Source: an optimization exercise on an open RTL-to-GDS flow (aim: small area). Production flows keep margins and buffers that such runs may drop.
Function was checked by simulation only, so behaviour that the tests miss may differ from the original.

==> flow/design.v <==
module nlp_subcode (
    input  wire [15:0] a,
    input  wire [15:0] b,
    output reg  [3:0]  code
);
    wire [4:0] ea = a[14:10];
    wire [4:0] eb = b[14:10];
    wire [9:0] ma = a[9:0];
    wire [9:0] mb = b[9:0];
    wire special = (&ea) | (&eb);
    wire eff_add = a[15] ^ b[15];
    wire        a_ge_b = {ea, ma} >= {eb, mb};
    wire [4:0]  eg = a_ge_b ? ea : eb;
    wire [4:0]  el = a_ge_b ? eb : ea;
    wire [9:0]  mg = a_ge_b ? ma : mb;
    wire [9:0]  ml = a_ge_b ? mb : ma;
    wire        zl = (el == 5'd0);
    wire [4:0]  d  = eg - el;
    wire [13:0] x_ext = {1'b1, mg, 3'b000};
    wire [13:0] y_ext = zl ? 14'd0 : {1'b1, ml, 3'b000};
    reg  [13:0] y_al;
    reg  [14:0] s;
    reg  [11:0] nf;
    reg  [5:0]  ef;
    reg  [5:0]  wf;
    reg  [9:0]  t;
    reg  [3:0]  lz;
    reg  [5:0]  ec;
    reg  [4:0]  w;
    reg  [5:0]  e;
    reg  [9:0]  w23;
    integer     i;
    always @* begin
        if (d >= 5'd14)
            y_al = {13'd0, |y_ext};
        else
            y_al = (y_ext >> d) | {13'd0, |(y_ext & ~(14'h3fff << d))};
        if (eff_add)
            s = {1'b0, x_ext} + {1'b0, y_al};
        else
            s = {1'b0, x_ext} - {1'b0, y_al};
        if (s[14]) begin
            nf = s[14:3];  ef = {1'b0, eg} + 6'd1;
        end else if (s[13]) begin
            nf = s[13:2];  ef = {1'b0, eg};
        end else begin
            nf = s[12:1];  ef = {1'b0, eg} - 6'd1;
        end
        wf = {1'b0, nf[11:7]} + {5'd0, &nf[6:0]};
        t  = s[11:2];
        lz = 4'd0;
        for (i = 0; i < 10; i = i + 1)
            if (t[i])
                lz = 4'd9 - i[3:0];
        t = t << lz;
        ec = {1'b0, eg} - 6'd2 - {2'b00, lz};
        if (s[14:12] != 3'd0) begin
            w = wf[5] ? 5'b10000 : wf[4:0];
            e = ef + {5'd0, wf[5]};
        end else begin
            w = t[9:5];
            e = ec;
        end
        w23 = {5'd0, w} * 10'd23;
        if (special)
            code = 4'hf;
        else if (s == 15'd0 || e[5] || e <= 6'd13)
            code = 4'h0;
        else if (e >= 6'd19)
            code = 4'hf;
        else begin
            case (e[2:0])
                3'd6:    code = (w >= 5'd23) ? 4'd1 : 4'd0;
                3'd7:    code = (w >= 5'd23) ? 4'd2 : 4'd1;
                3'd0:    code = {1'b0, w23[9:7]};
                3'd1:    code = w23[9:6];
                default: code = (w >= 5'd23) ? 4'hf : w23[8:5];
            endcase
        end
    end
endmodule
module nlp_subcode_lane (
    input  wire [15:0] a,
    input  wire [15:0] b,
    output reg  [3:0]  code
);
    wire [4:0] ea = a[14:10];
    wire [4:0] eb = b[14:10];
    wire [9:0] ma = a[9:0];
    wire [9:0] mb = b[9:0];
    wire special = (&ea) | (&eb);
    wire eff_add = a[15] ^ b[15];
    wire        a_ge_b = eff_add ? (ea >= eb) : b[15];
    wire [4:0]  eg = a_ge_b ? ea : eb;
    wire [4:0]  el = a_ge_b ? eb : ea;
    wire [9:0]  mg = a_ge_b ? ma : mb;
    wire [9:0]  ml = a_ge_b ? mb : ma;
    wire        zl = (el == 5'd0);
    wire [4:0]  d  = eg - el;
    wire [13:0] x_ext = {1'b1, mg, 3'b000};
    wire [13:0] y_ext = zl ? 14'd0 : {1'b1, ml, 3'b000};
    reg  [13:0] y_al;
    reg  [14:0] s;
    reg  [11:0] nf;
    reg  [5:0]  ef;
    reg  [5:0]  wf;
    reg  [9:0]  t;
    reg  [3:0]  lz;
    reg  [5:0]  ec;
    reg  [4:0]  w;
    reg  [5:0]  e;
    reg  [9:0]  w23;
    integer     i;
    always @* begin
        if (d >= 5'd14)
            y_al = {13'd0, |y_ext};
        else
            y_al = (y_ext >> d) | {13'd0, |(y_ext & ~(14'h3fff << d))};
        if (eff_add)
            s = {1'b0, x_ext} + {1'b0, y_al};
        else
            s = {1'b0, x_ext} - {1'b0, y_al};
        if (s[14]) begin
            nf = s[14:3];  ef = {1'b0, eg} + 6'd1;
        end else if (s[13]) begin
            nf = s[13:2];  ef = {1'b0, eg};
        end else begin
            nf = s[12:1];  ef = {1'b0, eg} - 6'd1;
        end
        wf = {1'b0, nf[11:7]} + {5'd0, &nf[6:0]};
        t  = s[11:2];
        lz = 4'd0;
        for (i = 0; i < 10; i = i + 1)
            if (t[i])
                lz = 4'd9 - i[3:0];
        t = t << lz;
        ec = {1'b0, eg} - 6'd2 - {2'b00, lz};
        if (s[14:12] != 3'd0) begin
            w = wf[5] ? 5'b10000 : wf[4:0];
            e = ef + {5'd0, wf[5]};
        end else begin
            w = t[9:5];
            e = ec;
        end
        w23 = {5'd0, w} * 10'd23;
        if (special)
            code = 4'hf;
        else if (s == 15'd0 || e[5] || e <= 6'd13)
            code = 4'h0;
        else if (e >= 6'd19)
            code = 4'hf;
        else begin
            case (e[2:0])
                3'd6:    code = (w >= 5'd23) ? 4'd1 : 4'd0;
                3'd7:    code = (w >= 5'd23) ? 4'd2 : 4'd1;
                3'd0:    code = {1'b0, w23[9:7]};
                3'd1:    code = w23[9:6];
                default: code = (w >= 5'd23) ? 4'hf : w23[8:5];
            endcase
        end
    end
endmodule
module nlp_fp16_max (
    input  wire [15:0] a,
    input  wire [15:0] b,
    output wire [15:0] y,
    output wire        pick_a
);
    wire ge = a[14:0] >= b[14:0];
    assign pick_a = (a[15] ^ b[15]) ? b[15] : (a[15] ^ ge);
    assign y = pick_a ? a : b;
endmodule
module nlp_lod (
    input  wire [31:0] x,
    output reg  [3:0]  pos,
    output wire        flag
);
    integer i;
    always @* begin
        pos = 4'd0;
        for (i = 0; i < 16; i = i + 1)
            if (x[16 + i])
                pos = i[3:0];
    end
    assign flag = x[5'd15 + {1'b0, pos}];
endmodule
module nlp_rdiv (
    input  wire [3:0] s,
    input  wire [3:0] ks,
    output wire [3:0] e
);
    wire [4:0] sh = {1'b0, s} + {1'b0, ks};
    wire [4:0] df = 5'd14 - sh;
    assign e = (sh <= 5'd14) ? df[3:0] : 4'd0;
endmodule
module nlp_pipe_ma (
    input  wire        clk,
    input  wire        reset,
    input  wire        in_valid,
    input  wire [9:0]  in_addr,
    input  wire [63:0] in_word,
    input  wire [15:0] gmax_in,
    output wire        max_valid,
    output wire [9:0]  max_addr,
    output wire [15:0] max_data,
    output wire        vec_valid,
    output wire [9:0]  vec_addr,
    output wire [15:0] vec_out,
    output wire [31:0] acc_out
);
    reg  [5:1]  v;
    reg  [9:0]  a1, a2, a3, a4, a5;
    reg  [63:0] l1;
    reg  [15:0] m1, m2;
    reg  [1:0]  x1;
    reg  [15:0] k2, k3, k4, k5;
    reg  [3:0]  h3, h4, h5;
    reg  [31:0] acc;
    wire [15:0] max_ab, max_cd, row_max;
    wire        pick_a, pick_c, pick_ab;
    nlp_fp16_max u_max_ab (.a(in_word[15:0]),  .b(in_word[31:16]), .y(max_ab), .pick_a(pick_a));
    nlp_fp16_max u_max_cd (.a(in_word[47:32]), .b(in_word[63:48]), .y(max_cd), .pick_a(pick_c));
    nlp_fp16_max u_max_row (.a(max_ab), .b(max_cd), .y(row_max), .pick_a(pick_ab));
    wire [1:0]  row_idx = pick_ab ? {1'b0, ~pick_a} : {1'b1, ~pick_c};
    wire [15:0] ua = (x1 == 2'd0) ? l1[31:16] : l1[15:0];
    wire [15:0] ub = (x1 <= 2'd1) ? l1[47:32] : l1[31:16];
    wire [15:0] uc = (x1 <= 2'd2) ? l1[63:48] : l1[47:32];
    wire [3:0]  ca, cb, cc;
    nlp_subcode_lane u_sca (.a(ua), .b(m1), .code(ca));
    nlp_subcode_lane u_scb (.a(ub), .b(m1), .code(cb));
    nlp_subcode_lane u_scc (.a(uc), .b(m1), .code(cc));
    wire [3:0]  cm = (&m1[14:10]) ? 4'hf : 4'h0;
    wire [15:0] code;
    assign code[3:0]   = (x1 == 2'd0) ? cm : ca;
    assign code[7:4]   = (x1 == 2'd0) ? ca : (x1 == 2'd1) ? cm : cb;
    assign code[11:8]  = (x1 <= 2'd1) ? cb : (x1 == 2'd2) ? cm : cc;
    assign code[15:12] = (x1 == 2'd3) ? cm : cc;
    wire [3:0] code5;
    nlp_subcode u_sc5 (.a(m2), .b(gmax_in), .code(code5));
    wire [3:0]  sh = v[5] ? h5 : 4'd0;
    wire [16:1] o0 = v[5] ? (16'h8000 >> k5[3:0])   : 16'd0;
    wire [16:1] o1 = v[5] ? (16'h8000 >> k5[7:4])   : 16'd0;
    wire [16:1] o2 = v[5] ? (16'h8000 >> k5[11:8])  : 16'd0;
    wire [16:1] o3 = v[5] ? (16'h8000 >> k5[15:12]) : 16'd0;
    wire [17:1] p01 = (k5[3:0] == k5[7:4])   ? {o0, 1'b0} : {1'b0, o0 | o1};
    wire [17:1] p23 = (k5[11:8] == k5[15:12]) ? {o2, 1'b0} : {1'b0, o2 | o3};
    wire [31:0] acc_sh   = acc >> sh;
    wire [31:1] acc_next = acc_sh[31:1] + {14'd0, p01} + {14'd0, p23};
    always @(posedge clk) begin
        if (reset) begin
            v   <= 5'd0;
            acc <= 32'd0;
        end else begin
            v <= {v[4:1], in_valid};
            acc <= {acc_next, acc_sh[0]};
        end
    end
    always @(posedge clk) begin
        a1 <= in_addr;  a2 <= a1;  a3 <= a2;  a4 <= a3;  a5 <= a4;
        l1 <= in_word;
        m1 <= row_max;  m2 <= m1;
        x1 <= row_idx;
        k2 <= code;  k3 <= k2;  k4 <= k3;  k5 <= k4;
        h3 <= code5;  h4 <= h3;  h5 <= h4;
    end
    assign max_valid = v[2];
    assign max_addr  = a2;
    assign max_data  = m2;
    assign vec_valid = v[5];
    assign vec_addr  = a5;
    assign vec_out   = k5;
    assign acc_out   = acc;
endmodule
module nlp_pipe_rp (
    input  wire        clk,
    input  wire        reset,
    input  wire        stall,
    input  wire [31:0] x_in,
    output wire [3:0]  ks_out,
    output wire        thr_f,
    output wire        thr_nz,
    output wire [15:0] thr_out
);
    reg [3:0] ks;
    reg       f;
    reg       nz;
    wire [3:0] lod_pos;
    wire       lod_flag;
    nlp_lod u_lod (.x(x_in), .pos(lod_pos), .flag(lod_flag));
    always @(posedge clk) begin
        if (reset) begin
            ks <= 4'd0;
            f  <= 1'b0;
            nz <= 1'b0;
        end else if (!stall) begin
            ks <= lod_pos;
            f  <= lod_flag;
            nz <= 1'b1;
        end
    end
    assign ks_out  = ks;
    assign thr_f   = f;
    assign thr_nz  = nz;
    assign thr_out = nz ? {6'b001110, f, 9'h08B} : 16'h0000;
endmodule
module nlp_pipe_div (
    input  wire        clk,
    input  wire        reset,
    input  wire        in_valid,
    input  wire [15:0] lmax_in,
    input  wire [15:0] gmax_in,
    input  wire [15:0] ky_in,
    input  wire [3:0]  ks_in,
    input  wire        thr_f,
    input  wire        thr_nz,
    output wire        out_valid,
    output wire [63:0] out_word
);
    reg  [5:1]  v;
    reg  [15:0] u1, u2, u3;
    reg  [15:0] q4, q5;
    reg         f4, f5, z4, z5;
    wire [3:0] code;
    nlp_subcode u_sc (.a(lmax_in), .b(gmax_in), .code(code));
    wire [15:0] s;
    wire [15:0] e;
    genvar g;
    generate
        for (g = 0; g < 4; g = g + 1) begin : g_ch
            wire [4:0] sum = {1'b0, code} + {1'b0, ky_in[4*g +: 4]};
            assign s[4*g +: 4] = sum[4] ? 4'hf : sum[3:0];
            nlp_rdiv u_rdiv (.s(u3[4*g +: 4]), .ks(ks_in), .e(e[4*g +: 4]));
            assign out_word[16*g +: 16] = {2'b00, q5[4*g +: 4], f5, 1'b0, z5, 3'b000, z5, 1'b0, z5, z5};
        end
    endgenerate
    always @(posedge clk) begin
        if (reset)
            v <= 5'd0;
        else
            v <= {v[4:1], in_valid};
    end
    always @(posedge clk) begin
        u1 <= s;  u2 <= u1;  u3 <= u2;
        q4 <= thr_nz ? e : 16'd0;  q5 <= q4;
        f4 <= thr_f;  f5 <= f4;
        z4 <= thr_nz;  z5 <= z4;
    end
    assign out_valid = v[5];
endmodule
module nlp_softmax_core (
    input  wire        clk,
    input  wire        reset,
    input  wire        ma_in_valid,
    input  wire [9:0]  ma_in_addr,
    input  wire [63:0] ma_in_word,
    output wire        max_valid,
    output wire [9:0]  max_addr,
    output wire [15:0] max_data,
    output wire        vec_valid,
    output wire [9:0]  vec_addr,
    output wire [15:0] vec_out,
    output wire [31:0] acc_out,
    output wire [15:0] gmax_out,
    input  wire        rp_stall,
    output wire [3:0]  ks_out,
    output wire [15:0] thr_out,
    input  wire        div_in_valid,
    input  wire [15:0] div_lmax_in,
    input  wire [15:0] div_ky_in,
    output wire        div_out_valid,
    output wire [63:0] div_out_word
);
    reg  [15:0] gmax;
    wire        ge = gmax[14:0] >= max_data[14:0];
    wire        keep = !max_valid ||
                       ((gmax[15] ^ max_data[15]) ? max_data[15] : (gmax[15] ^ ge));
    always @(posedge clk) begin
        if (reset)
            gmax <= 16'hFBFF;
        else
            gmax <= keep ? gmax : max_data;
    end
    assign gmax_out = gmax;
    nlp_pipe_ma u_ma (
        .clk(clk), .reset(reset),
        .in_valid(ma_in_valid), .in_addr(ma_in_addr), .in_word(ma_in_word),
        .gmax_in(gmax),
        .max_valid(max_valid), .max_addr(max_addr), .max_data(max_data),
        .vec_valid(vec_valid), .vec_addr(vec_addr), .vec_out(vec_out),
        .acc_out(acc_out)
    );
    wire thr_f, thr_nz;
    nlp_pipe_rp u_rp (
        .clk(clk), .reset(reset), .stall(rp_stall),
        .x_in(acc_out),
        .ks_out(ks_out), .thr_f(thr_f), .thr_nz(thr_nz), .thr_out(thr_out)
    );
    nlp_pipe_div u_div (
        .clk(clk), .reset(reset),
        .in_valid(div_in_valid), .lmax_in(div_lmax_in), .gmax_in(gmax),
        .ky_in(div_ky_in), .ks_in(ks_out), .thr_f(thr_f), .thr_nz(thr_nz),
        .out_valid(div_out_valid), .out_word(div_out_word)
    );
endmodule
==> flow/flow/run.sh <==
#!/bin/bash
# Layout flow: the standard layout (standard.sh) with its synthesis's
# technology mapping changed (see synth_small.tcl) and the port buffers made
# of the smallest buffer cell. The standard synthesis is
# run as well, into orfs_ref/, and the registers of both netlists (names and
# cell types) are compared; if they differ the standard flow is used instead.
# Every tool's output goes to a log file in the work folder.
set -uo pipefail
W=$(pwd)
export SMALL_ABC_SCRIPT=$W/flow/abc_small.script

MAKELINE=$(grep '^make ' standard.sh)
REFLINE=${MAKELINE//WORK_HOME=$W\/orfs/WORK_HOME=$W\/orfs_ref}
MYLINE=${MAKELINE//SYNTH_SCRIPT=$W\/synth_recipe.tcl/SYNTH_SCRIPT=$W\/flow\/synth_small.tcl ADDER_MAP_FILE=$W\/flow\/adders_plain.v}
MYLINE=${MYLINE//\"\$\{@:-finish\}\"/}
# port buffers of the smallest buffer cell rather than the delay buffer
MYLINE="$MYLINE BUFFER_PORTS_ARGS='-buffer_cell sky130_fd_sc_hd__buf_1'"
REFLINE=${REFLINE//\"\$\{@:-finish\}\"/}

regs() {
  # instance name and cell type (drive strength dropped) of every flip-flop
  awk '/^ *sky130_fd_sc_hd__(df|sdf|edf|dlx|dlr)/ {c=$1; sub(/_[0-9]+$/, "", c); print c, $2}' "$1" | sort
}

eval "$REFLINE synth" > $W/ref_synth.log 2>&1 &
REFPID=$!
eval "$MYLINE synth" > $W/small_synth.log 2>&1
MYRC=$?
wait $REFPID
REFRC=$?

R=orfs/results/${FLOW_PLATFORM}/nlp_softmax_core/base/1_2_yosys.v
RR=orfs_ref/results/${FLOW_PLATFORM}/nlp_softmax_core/base/1_2_yosys.v
OK=0
if [[ $MYRC -eq 0 && $REFRC -eq 0 && -f $R && -f $RR ]]; then
  regs $R > $W/regs_small.txt
  regs $RR > $W/regs_ref.txt
  if [[ -s $W/regs_ref.txt ]] && cmp -s $W/regs_small.txt $W/regs_ref.txt; then
    OK=1
  fi
fi
echo "small synthesis rc=$MYRC reference rc=$REFRC registers match=$OK" > $W/flow_choice.log

if [[ $OK -eq 1 ]]; then
  eval "$MYLINE finish" > $W/layout.log 2>&1
else
  rm -rf $W/orfs
  bash standard.sh synth > $W/std_synth.log 2>&1
  bash standard.sh finish > $W/layout.log 2>&1
fi
RES=orfs/results/${FLOW_PLATFORM}/nlp_softmax_core/base
if [[ -f $RES/6_final.odb ]]; then
  : # left out here: write the final layout as DEF
fi
==> flow/flow/abc_small.script <==
strash
dc2
dch -f
dc2
dch -f
dc2
&get -n
&dch -f
&put
amap
==> flow/flow/adders_plain.v <==
// Adder map for the adder step of ORFS synthesis: every extracted full or half
// adder becomes plain gates, which ABC then maps with the rest of the logic.
(* techmap_celltype = "$fa" *)
module _plain_fa (A, B, C, X, Y);
  parameter WIDTH = 1;
  (* force_downto *)
  input  [WIDTH-1:0] A, B, C;
  (* force_downto *)
  output [WIDTH-1:0] X, Y;
  assign X = (A & B) | (A & C) | (B & C);
  assign Y = A ^ B ^ C;
endmodule
==> flow/flow/synth_small.tcl <==
proc synth {args} { yosys synth -nofsm -noshare {*}$args }
proc abc {args} {
  set i [lsearch -exact $args -script]
  if {$i >= 0} { lset args [expr {$i + 1}] $::env(SMALL_ABC_SCRIPT) }
  yosys abc {*}$args
}
source $::env(SCRIPTS_DIR)/synth.tcl
# left out here: clear keep_hierarchy, flatten, clean up, hide names made inside functions, write 1_2_yosys.v
==> flow/standard.sh <==
#!/bin/bash
# synth_recipe.tcl (not shown) runs the flow's synth.tcl, then flattens the netlist and writes it again
# the make line also repeats each setting of config.mk as NAME=value (left out here)
make -C /OpenROAD-flow-scripts/flow DESIGN_CONFIG=/design/flow/config.mk WORK_HOME=/design/flow/orfs CLKGATE_MAP_FILE= SYNTH_SCRIPT=/design/flow/synth_recipe.tcl "${@:-finish}"
==> flow/config.mk <==
export PLATFORM = sky130hd
export DESIGN_NAME = nlp_softmax_core
export DESIGN_NICKNAME = nlp_softmax_core
export VERILOG_FILES = /design/flow/design.v
export SDC_FILE = /design/flow/constraint.sdc
export NUM_CORES = 4
export LEC_CHECK = 0
export ABC_AREA = 1
export CAP_MARGIN = 20
export CORE_MARGIN = 2
export CORE_UTILIZATION = 55
export CTS_BUF_LIST = sky130_fd_sc_hd__clkbuf_4
export PLACE_DENSITY = 0.68
export SLEW_MARGIN = 20
==> flow/constraint.sdc <==
create_clock -name core_clock -period 25.0 [get_ports {clk}]
set_input_delay 5.0000 -clock core_clock [delete_from_list [all_inputs] [get_ports {clk}]]
set_output_delay 5.0000 -clock core_clock [all_outputs]
set_load 0.01 [all_outputs]
==> metrics.md, run 1 <==
| Metric | Value |
|---|---|
| Status | `finished clean` |
| Die Y | `228 um` |
| YS warnings | `7` |
| 1st-iter DRT viols | `between 2,000 and 3,000` |
| Largest stage delay, worst path | `0.81 ns` |
| Initial Util | `0.555` |
| Final setup fails | `0` |
| Vias per inst | `6.06` |
| Top cell type's share of synthesized area | `0.269` |
| Post-synthesis cell type count | `52` |
| Most used cell, CP | `nor2_1` |
| Core Area | `0.0499 mm2` |
| Synth-to-Final Area Change | `11.0%` |
| Max cap viols | `0` |
| Tot GR Track Use | `0.328` |
| Synth area leaders | `dfxtp_1 27%, nor2_1 12%, o22ai_1 10%` |
| Final slew viol count | `0` |
| CP Class | `input pin to flip-flop` |
| DR pass1 iterations | `9` |
| CTS Buf Count | `94` |
| Nets | `4,747` |
| Worst-Skew Late Latency | `about 0.9 ns` |
| FMAX | `54.3 MHz` |
| Sequential area share after synthesis | `0.269` |
| DRC viols | `0` |
| Slew HR | `0.237` |
| Synth Cell Area | `0.0277 mm2` |
| GR Overflow Total | `0` |
| Vias | `approximately 33,000` |
| R2R setup slack | `9.16 ns` |
| IO buf count | `261` |
| Clock buffer depth | `3` |
| Die Area | `~0.052 mm2` |
| Tcrit/Tclk final | `0.737` |
| Largest net degree at the start of global routing | `40` |
| #FFs+latches synth | `approximately 370` |
| Layout cells sized above 1 | `0.0413` |
| HPWL Detailed | `about 70,000 um` |
| Clock Skew | `around 0.074 ns` |
| Total Wirelength | `89,000 um` |
| Die Wd | `around 230 um` |
| Root Driver | `clkbuf_4` |
| H-tree levels | `3` |
| Setup repair bufs after CTS | `0` |
| Hold_buf cts | `0` |
| Least-Margin Pin Slew | `~1.1 ns` |
| CP Data Required Time | `25.70 ns` |
| Clock transition at the registers of the reported paths | `0.06 ns` |
| Cell row count | `82` |
| Hold Violations, Final | `0` |
| Startpoint Class | `input pin` |
| CTS tree | `built` |
| RSZ-0062 raised after global routing | `no` |
| Avg Cell Area, Syn | `6.49 um2` |
| Top_reg_cell synth | `dfxtp_1` |
| Post-synth EDFFs | `0` |
| Final min period | `18.43 ns` |
| Synth async-reset ratio | `0` |
| Post-cts resize count | `0` |
| Critical path arrival | `19.12 ns` |
| Yosys top cell by area | `dfxtp_1` |
| Hold Crit Class | `flip-flop to flip-flop` |
| Final ANT Viol Nets | `0` |
| Crit-path max FO | `27` |
| Crit-path slowest cell | `o21ai_0` |
| Initial antenna violation count | `4` |
| GPL Wtd Cong | `0.963` |
| Ports | `298` |
| Setup TNS | `0 ns` |
| First-pass GRT wire length | `143,000 um` |
| Vias in the first global route | `28,500` |
| CP endpoint kind | `flip-flop` |
| WL/cell | `16.5 um` |
| Synthesized instance count | `between 4,000 and 5,000` |
| Clock Sinks | `372` |
[synth_stat cells, drive strengths merged (52+ instances only)]
| library cell | n |
|---|---|
| o221ai | 56 |
| nand2 | 377 |
| a31oi | 52 |
| o22a | 101 |
| a21oi | 298 |
| nor2b | 70 |
| dfxtp | 372 |
| nor2 | 865 |
| o22ai | 444 |
| nor3 | 101 |
| nand3 | 66 |
| buf | 63 |
| o21ai | 352 |
| o21a | 98 |
| clkinv | 487 |
[cells by family (layout without fill, tap and decap cells)]
group / count (synthesis) / in the layout / synth area share
AO/OA/AOI/OAI: 1680 / 1680 / 0.392
AND/OR/NAND/NOR: 1660 / 1660 / 0.256
buffers and inverters: 550 / 953 / 0.0832
flip-flops: 372 / 372 / 0.269
other: 1 / 41 / 0.000136
XOR/XNOR: 1 / 1 / 0.000317
[worst max-delay path: cells and delay by family]
| kind | cells | cell delay [ns] |
|---|---|---|
| buf+inv | 8 | 2.23 |
| simple gates | 24 | 3.83 |
| compound gates | 39 | 8.06 |
[path summary, 6_finish.rpt]
check / endpoint / start / depth (start not counted)
min: u_ma.k3[5] / u_ma.k2[5] / 0
max reg2reg: u_ma.k2[13] / u_ma.x1[1] / 65
max: u_div.u1[9] / div_lmax_in[10] / 71
min reg2reg: u_ma.k3[5] / u_ma.k2[5] / 0
[per-stage QoR]
step           utilization  cells  instance area (um2)  hold slack [ns]  worst slack, ns
2_1_floorplan            -   4299                27800            0.310             6.35
3_3_place_gp         0.592   5212                29500            0.310             6.26
3_5_place_dp         0.592   5212                29500            0.312             6.11
4_1_cts              0.615   5374                30700            0.277             6.97
5_1_grt              0.616   5377                30700            0.292             4.88
6_report             0.616   5379                30700            0.290             6.57
[placed cells by master, fill, tap and decap left out, types with 127 or more instances in the layout]
cell type and n:
a21oi_1 295, buf_1 260, clkbuf_4 127, clkinv_1 506, dfxtp_1 372, nand2_1 377
nor2_1 865, o21ai_0 347, o22ai_1 444
[metal layers]
metal | vias up | share of wire | GRT usage
met5 | - | 0 | 0
li1 | 16500 | - | -
met1 | 14500 | 0.44 | 0.441
met4 | 0 | 0.032 | 0.123
met2 | 1398 | 0.44 | 0.530
met3 | 204 | 0.082 | 0.0513
[final cells by class]
cell class	count	area (um2)
fill	4933	19200
multi-input combinational	3377	18100
sequential	372	7450
inverter	487	1830
timing repair buffer	304	1300
clock buffer	127	953
tap	672	841
clock inverter	35	234
antenna	5	12.5
[sequential cells by signal, indices dropped and copies added, names as in the netlist, 5 cells and up]
signal	count
u_div.u3	16
u_ma.m2	16
u_ma.a2	10
u_div.q4	16
u_ma.acc	32
u_div.u2	16
u_ma.k4	16
u_ma.k5	16
gmax	16
u_ma.a1	10
u_ma.k3	16
u_ma.k2	16
u_ma.l1	64
u_ma.a5	10
u_div.u1	16
u_ma.a4	10
u_ma.a3	10
u_div.v	5
u_ma.v	5
u_div.q5	16
u_ma.m1	16
==> run 2, diff against run 1 <==
--- a/flow/design.v
+++ b/flow/design.v
@@ -1,7 +1,8 @@
 module nlp_subcode (
     input  wire [15:0] a,
     input  wire [15:0] b,
-    output reg  [3:0]  code
+    output reg  [3:0]  code,
+    output wire        a_ge_b      
 );
     wire [4:0] ea = a[14:10];
     wire [4:0] eb = b[14:10];
@@ -9,7 +10,7 @@
     wire [9:0] mb = b[9:0];
     wire special = (&ea) | (&eb);
     wire eff_add = a[15] ^ b[15];
-    wire        a_ge_b = {ea, ma} >= {eb, mb};
+    assign      a_ge_b = {ea, ma} >= {eb, mb};
     wire [4:0]  eg = a_ge_b ? ea : eb;
     wire [4:0]  el = a_ge_b ? eb : ea;
     wire [9:0]  mg = a_ge_b ? ma : mb;
@@ -186,12 +187,11 @@
 endmodule
 module nlp_rdiv (
     input  wire [3:0] s,
-    input  wire [3:0] ks,
+    input  wire [4:0] t,
     output wire [3:0] e
 );
-    wire [4:0] sh = {1'b0, s} + {1'b0, ks};
-    wire [4:0] df = 5'd14 - sh;
-    assign e = (sh <= 5'd14) ? df[3:0] : 4'd0;
+    wire [4:0] df = t - {1'b0, s};
+    assign e = (!t[4] && ({1'b0, s} <= t)) ? df[3:0] : 4'd0;
 endmodule
 module nlp_pipe_ma (
     input  wire        clk,
@@ -206,11 +206,12 @@
     output wire        vec_valid,
     output wire [9:0]  vec_addr,
     output wire [15:0] vec_out,
-    output wire [31:0] acc_out
+    output wire [31:0] acc_out,
+    output wire        max_ge_gmax      
 );
     reg  [5:1]  v;
     reg  [9:0]  a1, a2, a3, a4, a5;
-    reg  [63:0] l1;
+    reg  [15:0] ua, ub, uc;
     reg  [15:0] m1, m2;
     reg  [1:0]  x1;
     reg  [15:0] k2, k3, k4, k5;
@@ -222,9 +223,9 @@
     nlp_fp16_max u_max_cd (.a(in_word[47:32]), .b(in_word[63:48]), .y(max_cd), .pick_a(pick_c));
     nlp_fp16_max u_max_row (.a(max_ab), .b(max_cd), .y(row_max), .pick_a(pick_ab));
     wire [1:0]  row_idx = pick_ab ? {1'b0, ~pick_a} : {1'b1, ~pick_c};
-    wire [15:0] ua = (x1 == 2'd0) ? l1[31:16] : l1[15:0];
-    wire [15:0] ub = (x1 <= 2'd1) ? l1[47:32] : l1[31:16];
-    wire [15:0] uc = (x1 <= 2'd2) ? l1[63:48] : l1[47:32];
+    wire [15:0] ua_in = (row_idx == 2'd0) ? in_word[31:16] : in_word[15:0];
+    wire [15:0] ub_in = (row_idx <= 2'd1) ? in_word[47:32] : in_word[31:16];
+    wire [15:0] uc_in = (row_idx <= 2'd2) ? in_word[63:48] : in_word[47:32];
     wire [3:0]  ca, cb, cc;
     nlp_subcode_lane u_sca (.a(ua), .b(m1), .code(ca));
     nlp_subcode_lane u_scb (.a(ub), .b(m1), .code(cb));
@@ -236,7 +237,7 @@
     assign code[11:8]  = (x1 <= 2'd1) ? cb : (x1 == 2'd2) ? cm : cc;
     assign code[15:12] = (x1 == 2'd3) ? cm : cc;
     wire [3:0] code5;
-    nlp_subcode u_sc5 (.a(m2), .b(gmax_in), .code(code5));
+    nlp_subcode u_sc5 (.a(m2), .b(gmax_in), .code(code5), .a_ge_b(max_ge_gmax));
     wire [3:0]  sh = v[5] ? h5 : 4'd0;
     wire [16:1] o0 = v[5] ? (16'h8000 >> k5[3:0])   : 16'd0;
     wire [16:1] o1 = v[5] ? (16'h8000 >> k5[7:4])   : 16'd0;
@@ -257,7 +258,7 @@
     end
     always @(posedge clk) begin
         a1 <= in_addr;  a2 <= a1;  a3 <= a2;  a4 <= a3;  a5 <= a4;
-        l1 <= in_word;
+        ua <= ua_in;  ub <= ub_in;  uc <= uc_in;
         m1 <= row_max;  m2 <= m1;
         x1 <= row_idx;
         k2 <= code;  k3 <= k2;  k4 <= k3;  k5 <= k4;
@@ -321,15 +322,16 @@
     reg  [15:0] q4, q5;
     reg         f4, f5, z4, z5;
     wire [3:0] code;
-    nlp_subcode u_sc (.a(lmax_in), .b(gmax_in), .code(code));
+    nlp_subcode u_sc (.a(lmax_in), .b(gmax_in), .code(code), .a_ge_b());
     wire [15:0] s;
     wire [15:0] e;
+    wire [4:0]  t = thr_nz ? (5'd14 - {1'b0, ks_in}) : 5'h1f;
     genvar g;
     generate
         for (g = 0; g < 4; g = g + 1) begin : g_ch
             wire [4:0] sum = {1'b0, code} + {1'b0, ky_in[4*g +: 4]};
             assign s[4*g +: 4] = sum[4] ? 4'hf : sum[3:0];
-            nlp_rdiv u_rdiv (.s(u3[4*g +: 4]), .ks(ks_in), .e(e[4*g +: 4]));
+            nlp_rdiv u_rdiv (.s(u3[4*g +: 4]), .t(t), .e(e[4*g +: 4]));
             assign out_word[16*g +: 16] = {2'b00, q5[4*g +: 4], f5, 1'b0, z5, 3'b000, z5, 1'b0, z5, z5};
         end
     endgenerate
@@ -341,7 +343,7 @@
     end
     always @(posedge clk) begin
         u1 <= s;  u2 <= u1;  u3 <= u2;
-        q4 <= thr_nz ? e : 16'd0;  q5 <= q4;
+        q4 <= e;  q5 <= q4;
         f4 <= thr_f;  f5 <= f4;
         z4 <= thr_nz;  z5 <= z4;
     end
@@ -371,9 +373,9 @@
     output wire [63:0] div_out_word
 );
     reg  [15:0] gmax;
-    wire        ge = gmax[14:0] >= max_data[14:0];
+    wire        max_ge_gmax;
     wire        keep = !max_valid ||
-                       ((gmax[15] ^ max_data[15]) ? max_data[15] : (gmax[15] ^ ge));
+                       ((gmax[15] ^ max_data[15]) ? max_data[15] : (gmax[15] ^ !max_ge_gmax));
     always @(posedge clk) begin
         if (reset)
             gmax <= 16'hFBFF;
@@ -387,7 +389,7 @@
         .gmax_in(gmax),
         .max_valid(max_valid), .max_addr(max_addr), .max_data(max_data),
         .vec_valid(vec_valid), .vec_addr(vec_addr), .vec_out(vec_out),
-        .acc_out(acc_out)
+        .acc_out(acc_out), .max_ge_gmax(max_ge_gmax)
     );
     wire thr_f, thr_nz;
     nlp_pipe_rp u_rp (
==> flow/flow/abc_small.script (replaced) <==
strash
balance -l
resub -K 6 -l
rewrite -l
resub -K 6 -N 2 -l
refactor -l
resub -K 8 -l
balance -l
resub -K 8 -N 2 -l
rewrite -l
resub -K 10 -l
rewrite -z -l
resub -K 10 -N 2 -l
balance -l
resub -K 12 -l
refactor -z -l
resub -K 12 -N 2 -l
rewrite -z -l
balance -l
strash
balance -l
resub -K 6 -l
rewrite -l
resub -K 6 -N 2 -l
refactor -l
resub -K 8 -l
balance -l
resub -K 8 -N 2 -l
rewrite -l
resub -K 10 -l
rewrite -z -l
resub -K 10 -N 2 -l
balance -l
resub -K 12 -l
refactor -z -l
resub -K 12 -N 2 -l
rewrite -z -l
balance -l
dch -f
&get -n
&dch -f
&put
amap -m -F 3 -A 8
--- a/flow/config.mk
+++ b/flow/config.mk
@@ -9,6 +9,8 @@
 export CAP_MARGIN = 20
 export CORE_MARGIN = 2
 export CORE_UTILIZATION = 55
-export CTS_BUF_LIST = sky130_fd_sc_hd__clkbuf_4
+export CTS_BUF_LIST = sky130_fd_sc_hd__clkbuf_8
+export CTS_CLUSTER_DIAMETER = 50
+export CTS_CLUSTER_SIZE = 16
 export PLACE_DENSITY = 0.68
 export SLEW_MARGIN = 20
==> run 2 against run 1 <==
Against the previous run:
- final cell count down 5.4%
- flip-flop and latch count decreased by 16
- sequential share of layout area down 0.19 points
- cell area decreased by 3.5%
- synthesized cell count shrank 3.4%
- worst hold slack improved by 0.0089 ns
- die area is 2.7% lower
- highest routed layer unchanged
==> metrics.md, run 2 <==
| Metric | Value |
|---|---|
| Status | `finished clean (unchanged)` |
| Avg Cell Area, Syn | `6.53 um2 (was 6.49 um2)` |
| FMAX | `52.6 MHz (was 54.3 MHz)` |
| Final Cell Area | `0.0296 mm2 (was 0.0307 mm2)` |
| Sequential area share after synthesis | `0.265 (was 0.269)` |
| Most used cell, CP | `nor2_1 (unchanged)` |
| Clock Sinks | `356 (was 372)` |
| Clock buffer depth | `3 (unchanged)` |
| Clock Skew | `0.0555 ns (was 0.0742 ns)` |
| Synth Cell Area | `0.0269 mm2 (was 0.0277 mm2)` |
| 1st-iter DRT viols | `2,940 (was 2,954)` |
| Fill cells | `4,842 (was 4,933)` |
| Commonest cells in the netlist | `738 x nor2_1, 576 x o22ai_1, 547 x clkinv_1, 379 x o21ai_0, 356 x dfxtp_1 (was 865 x nor2_1, 487 x clkinv_1, 444 x o22ai_1, 377 x nand2_1, 372 x dfxtp_1)` |
| Yosys top cell by area | `dfxtp_1 (unchanged)` |
| Total Wirelength | `85,400 um (was 89,000 um)` |
| CP Class | `input pin to flip-flop (unchanged)` |
| Final slew viol count | `0 (unchanged)` |
| Tcrit/Tclk final | `0.761 (was 0.737)` |
| Post-cts resize count | `0 (unchanged)` |
| Ports | `298 (unchanged)` |
| Placed cell count | `5,021 (was 5,212)` |
| Max FFs per register | `32 (was 64)` |
| Most frequent cells in the layout | `738 x nor2_1, 576 x o22ai_1, 547 x clkinv_1, 376 x o21ai_0, 356 x dfxtp_1 (was 865 x nor2_1, 506 x clkinv_1, 444 x o22ai_1, 377 x nand2_1, 372 x dfxtp_1)` |
| Cell row count | `81 (was 82)` |
| Startpoint Class | `input pin (unchanged)` |
| Hold Violations, Final | `0 (unchanged)` |
| Post-synth EDFFs | `0 (unchanged)` |
| YS warnings | `7 (unchanged)` |
| Initial antenna violation count | `2 (was 4)` |
| Dpl ws | `5.67 ns (was 6.11 ns)` |
| Final min period | `19.03 ns (was 18.43 ns)` |
| Commonest non-fill, non-tap cell in the layout | `nor2_1 (unchanged)` |
| Top cell type's share of synthesized area | `0.265 (was 0.269)` |
| Worst hold slack | `0.299 ns (was 0.290 ns)` |
| GR Overflow Total | `0 (unchanged)` |
| Synth-to-Final Area Change | `10.1% (was 11.0%)` |
| Max cap viols | `0 (unchanged)` |
| Critical path arrival | `19.57 ns (was 19.12 ns)` |
| Root Driver | `clkbuf_8 (was clkbuf_4)` |
| Top-count cell post-synth | `nor2_1 (unchanged)` |
| Die Area | `0.0507 mm2 (was 0.0521 mm2)` |
| RSZ-0062 raised after global routing | `no (unchanged)` |
| Slew HR | `0.245 (was 0.237)` |
| Final ANT Viol Nets | `0 (unchanged)` |
| Initial Util | `0.553 (was 0.555)` |
| Synthesized instance count | `4,121 (was 4,264)` |
| Crit-path max FO | `29 (was 27)` |
| Crit-path slowest cell | `clkinv_1 (was o21ai_0)` |
| Synth async-reset ratio | `0 (unchanged)` |
| Setup repair bufs after CTS | `0 (unchanged)` |
| Hold_buf cts | `0 (unchanged)` |
| DR pass1 iterations | `9 (unchanged)` |
| Top Family by Delay on Critical Path | `compound AO/OA/AOI/OAI gates (unchanged)` |
| Hold Crit Class | `flip-flop to flip-flop (unchanged)` |
| HPWL Detailed | `67,400 um (was 70,100 um)` |
| Die Wd | `225 um (was 228 um)` |
| H-tree levels | `2 (was 3)` |
| IO buf count | `261 (unchanged)` |
| Vias per inst | `6.22 (was 6.06)` |
| #FFs+latches synth | `356 (was 372)` |
| Layout cells sized above 1 | `0.0275 (was 0.0413)` |
| Tot GR Track Use | `0.325 (was 0.328)` |
| Cell Area, Placed | `0.0287 mm2 (was 0.0295 mm2)` |
| Vias in the first global route | `27,500 (was 28,500)` |
| CP Data Required Time | `25.54 ns (was 25.70 ns)` |
| GPL Wtd Cong | `0.985 (was 0.963)` |
| CP endpoint kind | `flip-flop (unchanged)` |
| WL/cell | `16.8 um (was 16.5 um)` |
| Top_reg_cell synth | `dfxtp_1 (unchanged)` |
| Post-synthesis cell type count | `55 (was 52)` |
| Least-Margin Pin Slew | `1.12 ns (about the same)` |
| Nets | `4,553 (was 4,747)` |
| DRC viols | `0 (unchanged)` |
| Die Y | `225 um (was 228 um)` |
| Largest Register | `u_ma.acc (was u_ma.l1)` |
| CTS Buf Count | `41 (was 94)` |
| First-pass GRT wire length | `137,000 um (was 143,000 um)` |
| Worst-Skew Late Latency | `0.65 ns (was 0.89 ns)` |
| Setup TNS | `0 ns (unchanged)` |
| Largest stage delay, worst path | `0.88 ns (was 0.81 ns)` |
| Critical path buffers and inverters | `9 (was 8)` |
| Final Non-Filler Cells | `5,090 (was 5,379)` |
| Largest net degree at the start of global routing | `37 (was 40)` |
| CTS tree | `built (unchanged)` |
| Core Area | `0.0486 mm2 (was 0.0499 mm2)` |
| Clock transition at the registers of the reported paths | `0.09 ns (was 0.06 ns)` |
| Synth area leaders | `dfxtp_1 26%, o22ai_1 13%, nor2_1 10% (was dfxtp_1 27%, nor2_1 12%, o22ai_1 10%)` |
| PnR worst setup slack | `5.97 ns (was 6.57 ns)` |
| Vias | `31,700 (was 32,600)` |
| Final setup fails | `0 (unchanged)` |
==> run 2: cells by family after synthesis <==
family                 after synthesis  synth area share
other                                1          0.000139
and+or+nand+nor                   1360             0.212
AOI/OAI and AO/OA                 1794             0.429
DFF                                356             0.265
buffers and inverters              610            0.0939
==> run 2: worst reg2reg max path: cells and delay by family, from the launching register on <==
kind,cells,cell delay (ns)
AO/OA/AOI/OAI,33,8.43
buffers and inverters,7,2.83
flip-flops,1,0.62
AND/OR/NAND/NOR,26,3.30
==> run 2: path summary, 6_finish.rpt <==
| check | cells after the start | end | slack [ns] | startpoint |
|---|---|---|---|---|
| setup / recovery | 72 | u_div.u1[5] | 5.97 | div_lmax_in[2] |
| hold / removal | 0 | u_ma.k3[1] | 0.30 | u_ma.k2[1] |
| setup reg to reg | 66 | u_ma.k2[4] | 9.76 | u_ma.m1[12] |
| hold reg to reg | 0 | u_ma.k3[1] | 0.30 | u_ma.k2[1] |
==> run 2: per-layer routing <==
layer / wire (um) / track usage / part of all wire
met5: 0 / 0 / 0
met4: 3120 / 0.120 / 0.037
met3: 6780 / 0.0489 / 0.079
met2: 37800 / 0.532 / 0.44
met1: 37600 / 0.434 / 0.44
==> run 2: final cells by class <==
| cell class | count | area (um2) | area share |
|---|---|---|---|
| multi-input cells | 3190 | 17400 | 0.589 |
| flip-flops and latches | 356 | 7130 | 0.241 |
| inverters | 547 | 2050 | 0.0693 |
| repair buffers | 306 | 1320 | 0.0444 |
| well taps | 622 | 778 | 0.0263 |
| clock buffers | 42 | 578 | 0.0195 |
| clock inverters | 26 | 315 | 0.0106 |
| diodes | 1 | 2.50 | 0.0000845 |
==> run 2: stage by stage <==
stage	utilization
floorplan	-
global placement	0.590
detailed placement	0.590
CTS	0.609
global route	0.609
finish	0.609
==> run 3, diff against run 2 <==
--- a/flow/config.mk
+++ b/flow/config.mk
@@ -9,8 +9,6 @@
 export CAP_MARGIN = 20
 export CORE_MARGIN = 2
 export CORE_UTILIZATION = 55
-export CTS_BUF_LIST = sky130_fd_sc_hd__clkbuf_8
-export CTS_CLUSTER_DIAMETER = 50
-export CTS_CLUSTER_SIZE = 16
+export CTS_BUF_LIST = sky130_fd_sc_hd__clkbuf_4
 export PLACE_DENSITY = 0.68
 export SLEW_MARGIN = 20
==> run 3 against run 2 <==
Against the previous run:
- highest routed layer unchanged
- worst hold slack worse by 0.038 ns
- non-clock buffer count is the same
- critical endpoint is now u_div.u1[13]
- area after synthesis stayed put
==> metrics.md, run 3 <==
| Metric | Value |
|---|---|
| Wire length on met2 | `38,300 um (was 37,800 um)` |
| Sequential area share after synthesis | `0.265 (unchanged)` |
| Largest Register | `u_ma.acc (unchanged)` |
| Commonest non-fill, non-tap cell in the layout | `nor2_1 (unchanged)` |
| Multi-input gate area | `0.0174 mm2 (unchanged)` |
| R2R Path End | `u_ma.h3[1] (was u_ma.k2[4])` |
| Clock Skew | `0.0916 ns (was 0.0555 ns)` |
| Synth-to-Final Area Change | `11.5% (was 10.1%)` |
| Most frequent cells in the layout | `738 x nor2_1, 576 x o22ai_1, 564 x clkinv_1, 376 x o21ai_0, 356 x dfxtp_1 (was 738 x nor2_1, 576 x o22ai_1, 547 x clkinv_1, 376 x o21ai_0, 356 x dfxtp_1)` |
| 1st-iter DRT viols | `2,820 (was 2,940)` |
| Commonest cells in the netlist | `738 x nor2_1, 576 x o22ai_1, 547 x clkinv_1, 379 x o21ai_0, 356 x dfxtp_1 (unchanged)` |
| Least-Margin Pin Slew | `1.12 ns (about the same)` |
| CP Data Required Time | `25.67 ns (was 25.54 ns)` |
| Ports | `298 (unchanged)` |
| Clock Sinks | `356 (unchanged)` |
| CP endpoint kind | `flip-flop (unchanged)` |
| Yosys top cell by area | `dfxtp_1 (unchanged)` |
| Largest stage delay, worst path | `0.88 ns (about the same)` |
| Tot GR Track Use | `0.329 (was 0.325)` |
| Hold Path Stages | `0 (unchanged)` |
| Final min period | `18.91 ns (was 19.03 ns)` |
| Reg area | `0.00713 mm2 (unchanged)` |
| First-pass GRT wire length | `138,000 um (was 137,000 um)` |
| Top_reg_cell synth | `dfxtp_1 (unchanged)` |
| Avg Cell Area, Syn | `6.53 um2 (unchanged)` |
| Crit-path slowest cell | `clkinv_1 (unchanged)` |
| Worst-Skew Late Latency | `0.87 ns (was 0.65 ns)` |
| Top-count cell post-synth | `nor2_1 (unchanged)` |
| Synthesized instance count | `4,121 (unchanged)` |
| Hold Crit Class | `flip-flop to flip-flop (unchanged)` |
| Synth area leaders | `dfxtp_1 26%, o22ai_1 13%, nor2_1 10% (unchanged)` |
| Setup TNS | `0 ns (unchanged)` |
| Startpoint Class | `input pin (unchanged)` |
| DR WL met3 | `7250 um (was 6780 um)` |
| WL/cell | `16.6 um (was 16.8 um)` |
| Hold_buf cts | `0 (unchanged)` |
| Max cap viols | `0 (unchanged)` |
| Final ANT Viol Nets | `0 (unchanged)` |
| Top sig layer | `met4 (unchanged)` |
| M1 WL | `37,300 um (was 37,600 um)` |
| Core Area | `0.0486 mm2 (unchanged)` |
| Slew HR | `0.244 (was 0.245)` |
| Setup repair bufs after CTS | `0 (unchanged)` |
| Critical path arrival | `19.58 ns (was 19.57 ns)` |
| Max FFs per register | `32 (unchanged)` |
| Vias per inst | `6.19 (was 6.22)` |
| End of the critical path | `u_div.u1[13] (was u_div.u1[5])` |
| Root Driver | `clkbuf_4 (was clkbuf_8)` |
| Cell Area, Placed | `0.0287 mm2 (unchanged)` |
| CTS Buf Count | `92 (was 41)` |
| Status | `finished clean (unchanged)` |
| Layout cells sized above 1 | `0.0451 (was 0.0275)` |
| RSZ-0062 raised after global routing | `no (unchanged)` |
| IO buf count | `261 (unchanged)` |
| H-tree levels | `3 (was 2)` |
| Clock buffer depth | `3 (unchanged)` |
| YS warnings | `7 (unchanged)` |
| Post-synthesis cell type count | `55 (unchanged)` |
| Placed cell count | `5,021 (unchanged)` |
| R2R setup slack | `9.77 ns (was 9.76 ns)` |
| Vias | `32,100 (was 31,700)` |
| #FFs+latches synth | `356 (unchanged)` |
| Top cell type's share of synthesized area | `0.265 (unchanged)` |
| Post-cts resize count | `0 (unchanged)` |
| Total Wirelength | `86,000 um (was 85,400 um)` |
| HPWL Detailed | `67,400 um (unchanged)` |
| Die Y | `225 um (unchanged)` |
| Crit path launch | `div_lmax_in[2] (unchanged)` |
| Tcrit/Tclk final | `0.756 (was 0.761)` |
| Fill cells | `4,828 (was 4,842)` |
| Initial antenna violation count | `3 (was 2)` |
| Synth async-reset ratio | `0 (unchanged)` |
| Initial Util | `0.553 (unchanged)` |
| Synth Cell Area | `0.0269 mm2 (unchanged)` |
| Worst hold slack | `0.261 ns (was 0.299 ns)` |
| GPL Wtd Cong | `0.985 (unchanged)` |
| Nets | `4,604 (was 4,553)` |
| Cell row count | `81 (unchanged)` |
| Final setup fails | `0 (unchanged)` |
| Final Non-Filler Cells | `5,190 (was 5,090)` |
| R2R Path Start | `gmax[1] (was u_ma.m1[12])` |
| Final Cell Area | `0.0300 mm2 (was 0.0296 mm2)` |
| DRC viols | `0 (unchanged)` |
| Vias in the first global route | `28,000 (was 27,500)` |
| Cells on worst reg2reg path | `68 (was 66)` |
| FMAX | `52.9 MHz (was 52.6 MHz)` |
| Die Wd | `225 um (unchanged)` |
| Largest net degree at the start of global routing | `37 (unchanged)` |
| CTS tree | `built (unchanged)` |
| GR Overflow Total | `0 (unchanged)` |
| Crit-path max FO | `29 (unchanged)` |
| CP Class | `input pin to flip-flop (unchanged)` |
| DR pass1 iterations | `6 (was 9)` |
| Clock transition at the registers of the reported paths | `0.06 ns (was 0.09 ns)` |
| Post-synth EDFFs | `0 (unchanged)` |
| Die Area | `0.0507 mm2 (unchanged)` |
| Final slew viol count | `0 (unchanged)` |
| Hold Violations, Final | `0 (unchanged)` |
run 3: cell counts after synthesis:
No cell type changed its count.
run 3: cell families (layout without fill, tap and decap cells):
| kind of cell | count (synthesis) | count (layout) | synth area share |
|---|---|---|---|
| buf+inv | 610 | 1020 | 0.0939 |
| compound gates | 1794 | 1794 | 0.429 |
| other cells | 1 | 38 | 0.000139 |
| flops | 356 | 356 | 0.265 |
| simple gates | 1360 | 1360 | 0.212 |
run 3: how the worst min path moves through the flow:
stage / from / to / slack, ns
final: u_ma.k4[0] / u_ma.k5[0] / 0.26
after global routing: u_div.q4[13] / u_div.q5[13] / 0.27
after CTS: u_div.u1[1] / u_div.u2[1] / 0.26
after detailed placement: u_div.q4[4] / u_div.q5[4] / 0.31
after global placement: u_div.u1[2] / u_div.u2[2] / 0.31
after floorplan: u_div.f4 / u_div.f5 / 0.31
run 3: final cells by class:
class                   count  area share
clock buffers             133      0.0333
well taps                 622      0.0260
multi-input cells        3190       0.582
repair buffers            306      0.0439
flip-flops and latches    356       0.238
clock inverters            34     0.00856
inverters                 547      0.0685
diodes                      2    0.000167
run 3: worst max-delay path: cells and delay by family:
family	cells	cell delay (ns)
compound gates	42	8.61
buf+inv	8	2.75
simple gates	23	3.20
run 3: routing by layer:
metal,track usage,vias up
met1,0.432,14300
met5,0,-
li1,-,16200
met3,0.0579,220
met2,0.536,1415
met4,0.130,0
run 3: stage by stage:
step / util / setup WS [ns]
floorplan: - / 6.62
global placement: 0.590 / 5.57
detailed placement: 0.590 / 5.67
CTS: 0.616 / 6.51
global route: 0.616 / 4.34
finish: 0.616 / 6.09
==> run 4, diff against run 3 <==
--- a/flow/flow/run.sh
+++ b/flow/flow/run.sh
@@ -15,6 +15,10 @@
 MYLINE=${MYLINE//\"\$\{@:-finish\}\"/}
 # port buffers of the smallest buffer cell rather than the delay buffer
 MYLINE="$MYLINE BUFFER_PORTS_ARGS='-buffer_cell sky130_fd_sc_hd__buf_1'"
+# adders as yosys's plain carry chains, not mapped to Kogge-Stone carry
+# lookahead before ABC (a non-empty SYNTH_OPERATIONS_ARGS replaces that map;
+# -nofsm is already given to every synth call)
+MYLINE="$MYLINE SYNTH_OPERATIONS_ARGS=-nofsm"
 REFLINE=${REFLINE//\"\$\{@:-finish\}\"/}
 
 regs() {
--- a/flow/flow/synth_small.tcl
+++ b/flow/flow/synth_small.tcl
@@ -1,4 +1,6 @@
 proc synth {args} { yosys synth -nofsm -noshare {*}$args }
+# the adder step still runs its techmap and opt passes, but extracts nothing
+proc extract_fa {args} {}
 proc abc {args} {
   set i [lsearch -exact $args -script]
   if {$i >= 0} { lset args [expr {$i + 1}] $::env(SMALL_ABC_SCRIPT) }
--- a/flow/config.mk
+++ b/flow/config.mk
@@ -9,6 +9,8 @@
 export CAP_MARGIN = 20
 export CORE_MARGIN = 2
 export CORE_UTILIZATION = 55
-export CTS_BUF_LIST = sky130_fd_sc_hd__clkbuf_4
+export CTS_BUF_LIST = sky130_fd_sc_hd__clkbuf_16
+export CTS_CLUSTER_DIAMETER = 70
+export CTS_CLUSTER_SIZE = 30
 export PLACE_DENSITY = 0.68
 export SLEW_MARGIN = 20
==> run 4 against run 3 <==
Against the previous run:
- fmax is 5.6% lower
- die area is 0.55% lower
- wire length is 1.6% higher
- critical path depth is 2 higher
- core utilization hardly changed
- critical path type unchanged
- highest routed layer unchanged
==> metrics.md, run 4 <==
| Metric | Value |
|---|---|
| Status | `finished clean (unchanged)` |
| Most frequent cells in the layout | `728 x nor2_1, 513 x clkinv_1, 506 x o22ai_1, 398 x o21ai_0, 356 x dfxtp_1 (was 738 x nor2_1, 576 x o22ai_1, 564 x clkinv_1, 376 x o21ai_0, 356 x dfxtp_1)` |
| WL/cell | `17.3 um (was 16.6 um)` |
| Hold Path Stages | `0 (unchanged)` |
| Least-Margin Pin Slew | `1.03 ns (was 1.12 ns)` |
| Startpoint Class | `input pin (unchanged)` |
| Final min period | `20.03 ns (was 18.91 ns)` |
| Commonest non-fill, non-tap cell in the layout | `nor2_1 (unchanged)` |
| Synth Cell Area | `0.0267 mm2 (was 0.0269 mm2)` |
| Synthesized instance count | `4,102 (was 4,121)` |
| Hold Crit Class | `flip-flop to flip-flop (unchanged)` |
| Cell row count | `80 (was 81)` |
| Post-cts resize count | `0 (unchanged)` |
| HPWL Detailed | `68,600 um (was 67,400 um)` |
| Yosys top cell by area | `dfxtp_1 (unchanged)` |
| Cells on worst reg2reg path | `74 (was 68)` |
| Worst-Skew Late Latency | `0.62 ns (was 0.87 ns)` |
| Most used cell, CP | `nor2_1` |
| CP Data Required Time | `25.52 ns (was 25.67 ns)` |
| Crit-path max FO | `29 (unchanged)` |
| Vias per inst | `6.25 (was 6.19)` |
| Hold_buf cts | `0 (unchanged)` |
| GPL Wtd Cong | `1.02 (was 0.985)` |
| DRC viols | `0 (unchanged)` |
| GR Overflow Total | `0 (unchanged)` |
| YS warnings | `7 (unchanged)` |
| Ports | `298 (unchanged)` |
| Top_reg_cell synth | `dfxtp_1 (unchanged)` |
| Setup repair bufs after CTS | `0 (unchanged)` |
| Slew HR | `0.315 (was 0.244)` |
| CP Class | `input pin to flip-flop (unchanged)` |
| Commonest cells in the netlist | `728 x nor2_1, 511 x clkinv_1, 507 x o22ai_1, 400 x o21ai_0, 356 x dfxtp_1 (was 738 x nor2_1, 576 x o22ai_1, 547 x clkinv_1, 379 x o21ai_0, 356 x dfxtp_1)` |
| First-pass GRT wire length | `138,000 um (about the same)` |
| H-tree levels | `1 (was 3)` |
| Worst hold slack | `0.301 ns (was 0.261 ns)` |
| Synth area leaders | `dfxtp_1 27%, o22ai_1 12%, nor2_1 10% (was dfxtp_1 26%, o22ai_1 13%, nor2_1 10%)` |
| Tot GR Track Use | `0.330 (was 0.329)` |
| Top cell type's share of synthesized area | `0.266 (was 0.265)` |
| Die Y | `225 um (about the same)` |
| Max FFs per register | `32 (unchanged)` |
| Final ANT Viol Nets | `0 (unchanged)` |
| Final setup fails | `0 (unchanged)` |
| Synth-to-Final Area Change | `10.3% (was 11.5%)` |
| Vias in the first global route | `27,500 (was 28,000)` |
| CTS Buf Count | `25 (was 92)` |
| Die Area | `0.0504 mm2 (was 0.0507 mm2)` |
| Root Driver | `clkbuf_16 (was clkbuf_4)` |
| Avg Cell Area, Syn | `6.52 um2 (was 6.53 um2)` |
| Post-synth EDFFs | `0 (unchanged)` |
| Setup TNS | `0 ns (unchanged)` |
| RSZ-0062 raised after global routing | `no (unchanged)` |
| Largest net degree at the start of global routing | `39 (was 37)` |
| CP endpoint kind | `flip-flop (unchanged)` |
| Die Wd | `225 um (about the same)` |
| Initial Util | `0.559 (was 0.553)` |
| DR pass1 iterations | `8 (was 6)` |
| Largest stage delay, worst path | `0.82 ns (was 0.88 ns)` |
| Top-count cell post-synth | `nor2_1 (unchanged)` |
| Sequential area share after synthesis | `0.266 (was 0.265)` |
| Post-synthesis cell type count | `51 (was 55)` |
| 1st-iter DRT viols | `2,978 (was 2,820)` |
| Final slew viol count | `0 (unchanged)` |
| Crit-path slowest cell | `a311oi_1 (was clkinv_1)` |
| Layout cells sized above 1 | `0.0215 (was 0.0451)` |
| #FFs+latches synth | `356 (unchanged)` |
| Hold Violations, Final | `0 (unchanged)` |
| Clock transition at the registers of the reported paths | `0.11 ns (was 0.06 ns)` |
| Clock Sinks | `356 (unchanged)` |
| Tcrit/Tclk final | `0.801 (was 0.756)` |
| Core Area | `0.0478 mm2 (was 0.0486 mm2)` |
| Clock Skew | `0.0375 ns (was 0.0916 ns)` |
| Max cap viols | `0 (unchanged)` |
| CTS tree | `built (unchanged)` |
| Critical path arrival | `20.55 ns (was 19.58 ns)` |
| Clock buffer depth | `3 (unchanged)` |
| FMAX | `49.9 MHz (was 52.9 MHz)` |
| Total Wirelength | `87,400 um (was 86,000 um)` |
| Layout Utilization | `0.617 (was 0.616)` |
| IO buf count | `261 (unchanged)` |
| Vias | `31,500 (was 32,100)` |
| Fill cells | `4,740 (was 4,828)` |
| Nets | `4,519 (was 4,604)` |
| Synth async-reset ratio | `0 (unchanged)` |
| Initial antenna violation count | `0 (was 3)` |
| Largest Register | `u_ma.acc (unchanged)` |
[run 4: worst paths after layout]
| path | slack (ns) | endpoint | from |
|---|---|---|---|
| worst max register to register | 8.86 | u_div.u1[9] | gmax[10] |
| worst max-delay path | 4.97 | u_div.u1[9] | div_lmax_in[10] |
| worst min-delay path | 0.30 | u_ma.k3[0] | u_ma.k2[0] |
| worst min register to register | 0.30 | u_ma.k3[0] | u_ma.k2[0] |
[run 4: critical path, delay by kind of cell]
kind	cells	cell delay, ns
buf+inv	12	3.54
compound gates	34	8.11
simple gates	29	3.89
[run 4: routing by layer]
metal  vias up  track usage  part of all wire  routed length [um]
met5         -            0                 0                   0
li1      15900            -                 -                   -
met3       211       0.0368             0.072                6290
met1     14100        0.430              0.43               37600
met4         0        0.138             0.042                3680
met2      1307        0.555              0.46               39800
[run 4: layout make-up]
type                       count  area (um2)  share of cell area
multi-input combinational   3207       17400               0.590
sequential                   356        7130               0.242
inverter                     511        1920              0.0650
timing repair buffer         307        1330              0.0449
tap                          615         769              0.0261
clock buffer                  25         626              0.0212
clock inverter                18         317              0.0107
antenna                        1        2.50           0.0000848
[run 4: per-stage QoR]
step | area [um2] | std cells | setup WS, ns
2_1_floorplan | 26900 | 4137 | 5.30
3_3_place_gp | 28500 | 4995 | 5.25
3_5_place_dp | 28500 | 4995 | 4.85
4_1_cts | 29500 | 5038 | 5.44
5_1_grt | 29500 | 5039 | 3.25
6_report | 29500 | 5040 | 4.97
[run 4: logic make-up after synthesis]
| group | Yosys count | synth area share |
|---|---|---|
| xor+xnor | 2 | 0.000655 |
| simple gates | 1399 | 0.220 |
| compound gates | 1770 | 0.423 |
| flops | 356 | 0.266 |
| buf+inv | 574 | 0.0894 |
| other cells | 1 | 0.000140 |
==> run 5, diff against run 4 <==
--- a/flow/config.mk
+++ b/flow/config.mk
@@ -9,8 +9,8 @@
 export CAP_MARGIN = 20
 export CORE_MARGIN = 2
 export CORE_UTILIZATION = 55
-export CTS_BUF_LIST = sky130_fd_sc_hd__clkbuf_16
-export CTS_CLUSTER_DIAMETER = 70
-export CTS_CLUSTER_SIZE = 30
+export CTS_BUF_LIST = sky130_fd_sc_hd__clkbuf_8
+export CTS_CLUSTER_DIAMETER = 50
+export CTS_CLUSTER_SIZE = 16
 export PLACE_DENSITY = 0.68
 export SLEW_MARGIN = 20
==> run 5 against run 4 <==
Against the previous run:
- cell area is 0.25% lower
- area after synthesis stayed put
- first-iteration DRC count is 1.5% lower
- highest routed layer unchanged
==> metrics.md, run 5 <==
| Metric | Value |
|---|---|
| Clock Sinks | `356 (unchanged)` |
| Layout Utilization | `0.615 (was 0.617)` |
| DR pass1 iterations | `6 (was 8)` |
| Top-count cell post-synth | `nor2_1 (unchanged)` |
| Dpl ws | `4.85 ns (unchanged)` |
| Tot GR Track Use | `0.333 (was 0.330)` |
| Final ANT Viol Nets | `0 (unchanged)` |
| Clock Skew | `0.0347 ns (was 0.0375 ns)` |
| RSZ-0062 raised after global routing | `no (unchanged)` |
| PnR worst setup slack | `5.05 ns (was 4.97 ns)` |
| Least-Margin Pin Slew | `1.02 ns (was 1.03 ns)` |
| Startpoint Class | `input pin (unchanged)` |
| Initial antenna violation count | `2 (was 0)` |
| Critical path arrival | `20.50 ns (was 20.55 ns)` |
| FMAX | `50.1 MHz (was 49.9 MHz)` |
| Cell row count | `80 (unchanged)` |
| Total Wirelength | `87,500 um (was 87,400 um)` |
| Clock buffer depth | `3 (unchanged)` |
| Synth area leaders | `dfxtp_1 27%, o22ai_1 12%, nor2_1 10% (unchanged)` |
| Sequential area share after synthesis | `0.266 (unchanged)` |
| Die Wd | `225 um (unchanged)` |
| Initial Util | `0.559 (unchanged)` |
| Commonest non-fill, non-tap cell in the layout | `nor2_1 (unchanged)` |
| Slew HR | `0.321 (was 0.315)` |
| Post-cts resize count | `0 (unchanged)` |
| Max cap viols | `0 (unchanged)` |
| Most frequent cells in the layout | `728 x nor2_1, 511 x clkinv_1, 506 x o22ai_1, 398 x o21ai_0, 356 x dfxtp_1 (was 728 x nor2_1, 513 x clkinv_1, 506 x o22ai_1, 398 x o21ai_0, 356 x dfxtp_1)` |
| HPWL Detailed | `68,600 um (unchanged)` |
| Setup repair bufs after CTS | `0 (unchanged)` |
| Largest net degree at the start of global routing | `39 (unchanged)` |
| Post-synth EDFFs | `0 (unchanged)` |
| Yosys top cell by area | `dfxtp_1 (unchanged)` |
| IO buf count | `261 (unchanged)` |
| Top_reg_cell synth | `dfxtp_1 (unchanged)` |
| First-pass GRT wire length | `139,000 um (was 138,000 um)` |
| Top Usage Layer GRT | `met2 (unchanged)` |
| Synthesized instance count | `4,102 (unchanged)` |
| H-tree levels | `2 (was 1)` |
| Synth-to-Final Area Change | `10.0% (was 10.3%)` |
| Cell Area, Placed | `0.0285 mm2 (unchanged)` |
| CP endpoint kind | `flip-flop (unchanged)` |
| Setup TNS | `0 ns (unchanged)` |
| Core Area | `0.0478 mm2 (unchanged)` |
| Vias in the first global route | `27,500 (about the same)` |
| Crit-path max FO | `29 (unchanged)` |
| GR Layer Usage met3 | `0.0400 (was 0.0368)` |
| Status | `finished clean (unchanged)` |
| Final Cell Area | `0.0294 mm2 (was 0.0295 mm2)` |
| Largest stage delay, worst path | `0.82 ns (about the same)` |
| Ports | `298 (unchanged)` |
| WL/cell | `17.3 um (about the same)` |
| Vias per inst | `6.25 (about the same)` |
| Tcrit/Tclk final | `0.798 (was 0.801)` |
| Root Driver | `clkbuf_8 (was clkbuf_16)` |
| Fill cells | `4,754 (was 4,740)` |
| Met1 GRT Util | `0.432 (was 0.430)` |
| Final min period | `19.95 ns (was 20.03 ns)` |
| Final setup fails | `0 (unchanged)` |
| CTS tree | `built (unchanged)` |
| Hold_buf cts | `0 (unchanged)` |
| Synth async-reset ratio | `0 (unchanged)` |
| Nets | `4,533 (was 4,519)` |
| Hold Path Stages | `0 (unchanged)` |
| Commonest cells in the netlist | `728 x nor2_1, 511 x clkinv_1, 507 x o22ai_1, 400 x o21ai_0, 356 x dfxtp_1 (unchanged)` |
| CTS Buf Count | `39 (was 25)` |
| CP Data Required Time | `25.55 ns (was 25.52 ns)` |
| GR Overflow Total | `0 (unchanged)` |
| Avg Cell Area, Syn | `6.52 um2 (unchanged)` |
-- run 5: changes by cell type in the layout (fill, tap and decap cells not counted) --
cell,delta
clkinv_4,-1
inv_6,+6
clkinv_1,-2
diode_2,+1
inv_8,+4
clkinvlp_4,+3
clkinv_8,+4
inv_16,-1
clkbuf_16,-25
clkinv_16,-4
inv_12,-1
clkbuf_8,+39
-- run 5: through the flow --
stage	std cells	hold slack, ns
detailed placement	4995	0.312
floorplan	4137	0.310
global placement	4995	0.310
finish	5063	0.314
CTS	5060	0.302
global route	5062	0.314
-- run 5: final cells by class --
| class | instances | area, um2 | area share |
|---|---|---|---|
| diodes | 2 | 5.00 | 0.000170 |
| inverters | 511 | 1920 | 0.0652 |
| flip-flops and latches | 356 | 7130 | 0.242 |
| repair buffers | 307 | 1330 | 0.0450 |
| multi-input cells | 3207 | 17400 | 0.592 |
| clock buffers | 39 | 537 | 0.0182 |
| well taps | 615 | 769 | 0.0261 |
| clock inverters | 26 | 329 | 0.0112 |
-- run 5: kinds of logic (layout without fill, tap and decap cells) --
group,after synthesis,after routing,synth area share
compound gates,1770,1770,0.423
flops,356,356,0.266
other cells,1,38,0.000140
buf+inv,574,883,0.0894
simple gates,1399,1399,0.220
xor+xnor,2,2,0.000655
-- run 5: layer usage --
layer  vias up  share of wire
li1      15900              -
met1     14200           0.43
met2      1296           0.45
met3       245          0.073
met4         0          0.047
met5         -              0
-- run 5: path summary, 6_finish.rpt --
path	slack (ns)	to	startpoint
min reg2reg	0.31	u_ma.k3[13]	u_ma.k2[13]
max reg2reg	8.87	u_div.u1[9]	gmax[10]
min	0.31	u_ma.k3[13]	u_ma.k2[13]
max	5.05	u_div.u1[9]	div_lmax_in[10]
-- run 5: worst max-delay path, delay by kind of cell --
family | cells | cell delay, ns
compound gates | 33 | 8.11
simple gates | 27 | 3.74
buf+inv | 12 | 3.63

port drivers added, routing unchanged:
In the flow no input, the clock included, has a driving cell. The finished layouts below were timed again as built, in two steps. Step 1, drivers: a clkbuf_16 drives clk and a buf_2 each remaining input, both assumed. Step 2 also shifts input and output timing later by t, the mid clock arrival at the registers, as if the neighbouring blocks saw the same clock. a / b / c = ideal ports / drivers / drivers and shift; a / b = the first two.
run | t (ns) | setup WS [ns] | hold slack, ns | latest minus earliest clock arrival (ns) | worst slew at a driven data input, ns
run 1 | 0.917 | 6.572 / 6.607 / 5.690 | 0.290 / 0.290 / 0.290 | 0.074 / 0.074 | 0.13
run 2 | 0.675 | 5.971 / 5.990 / 5.315 | 0.299 / 0.299 / 0.299 | 0.056 / 0.056 | 0.08
run 3 | 0.877 | 6.094 / 6.118 / 5.240 | 0.261 / 0.261 / 0.261 | 0.094 / 0.095 | 0.07
run 4 | 0.661 | 4.973 / 5.003 / 4.342 | 0.301 / 0.301 / 0.301 | 0.037 / 0.038 | 0.07
run 5 | 0.698 | 5.051 / 5.081 / 4.383 | 0.314 / 0.314 / 0.314 | 0.038 / 0.038 | 0.07
After both steps every run listed still meets setup and hold. For run 1, which loses most, drivers alone change the setup slack by +0.035 ns; drivers and shift together by -0.882 ns.
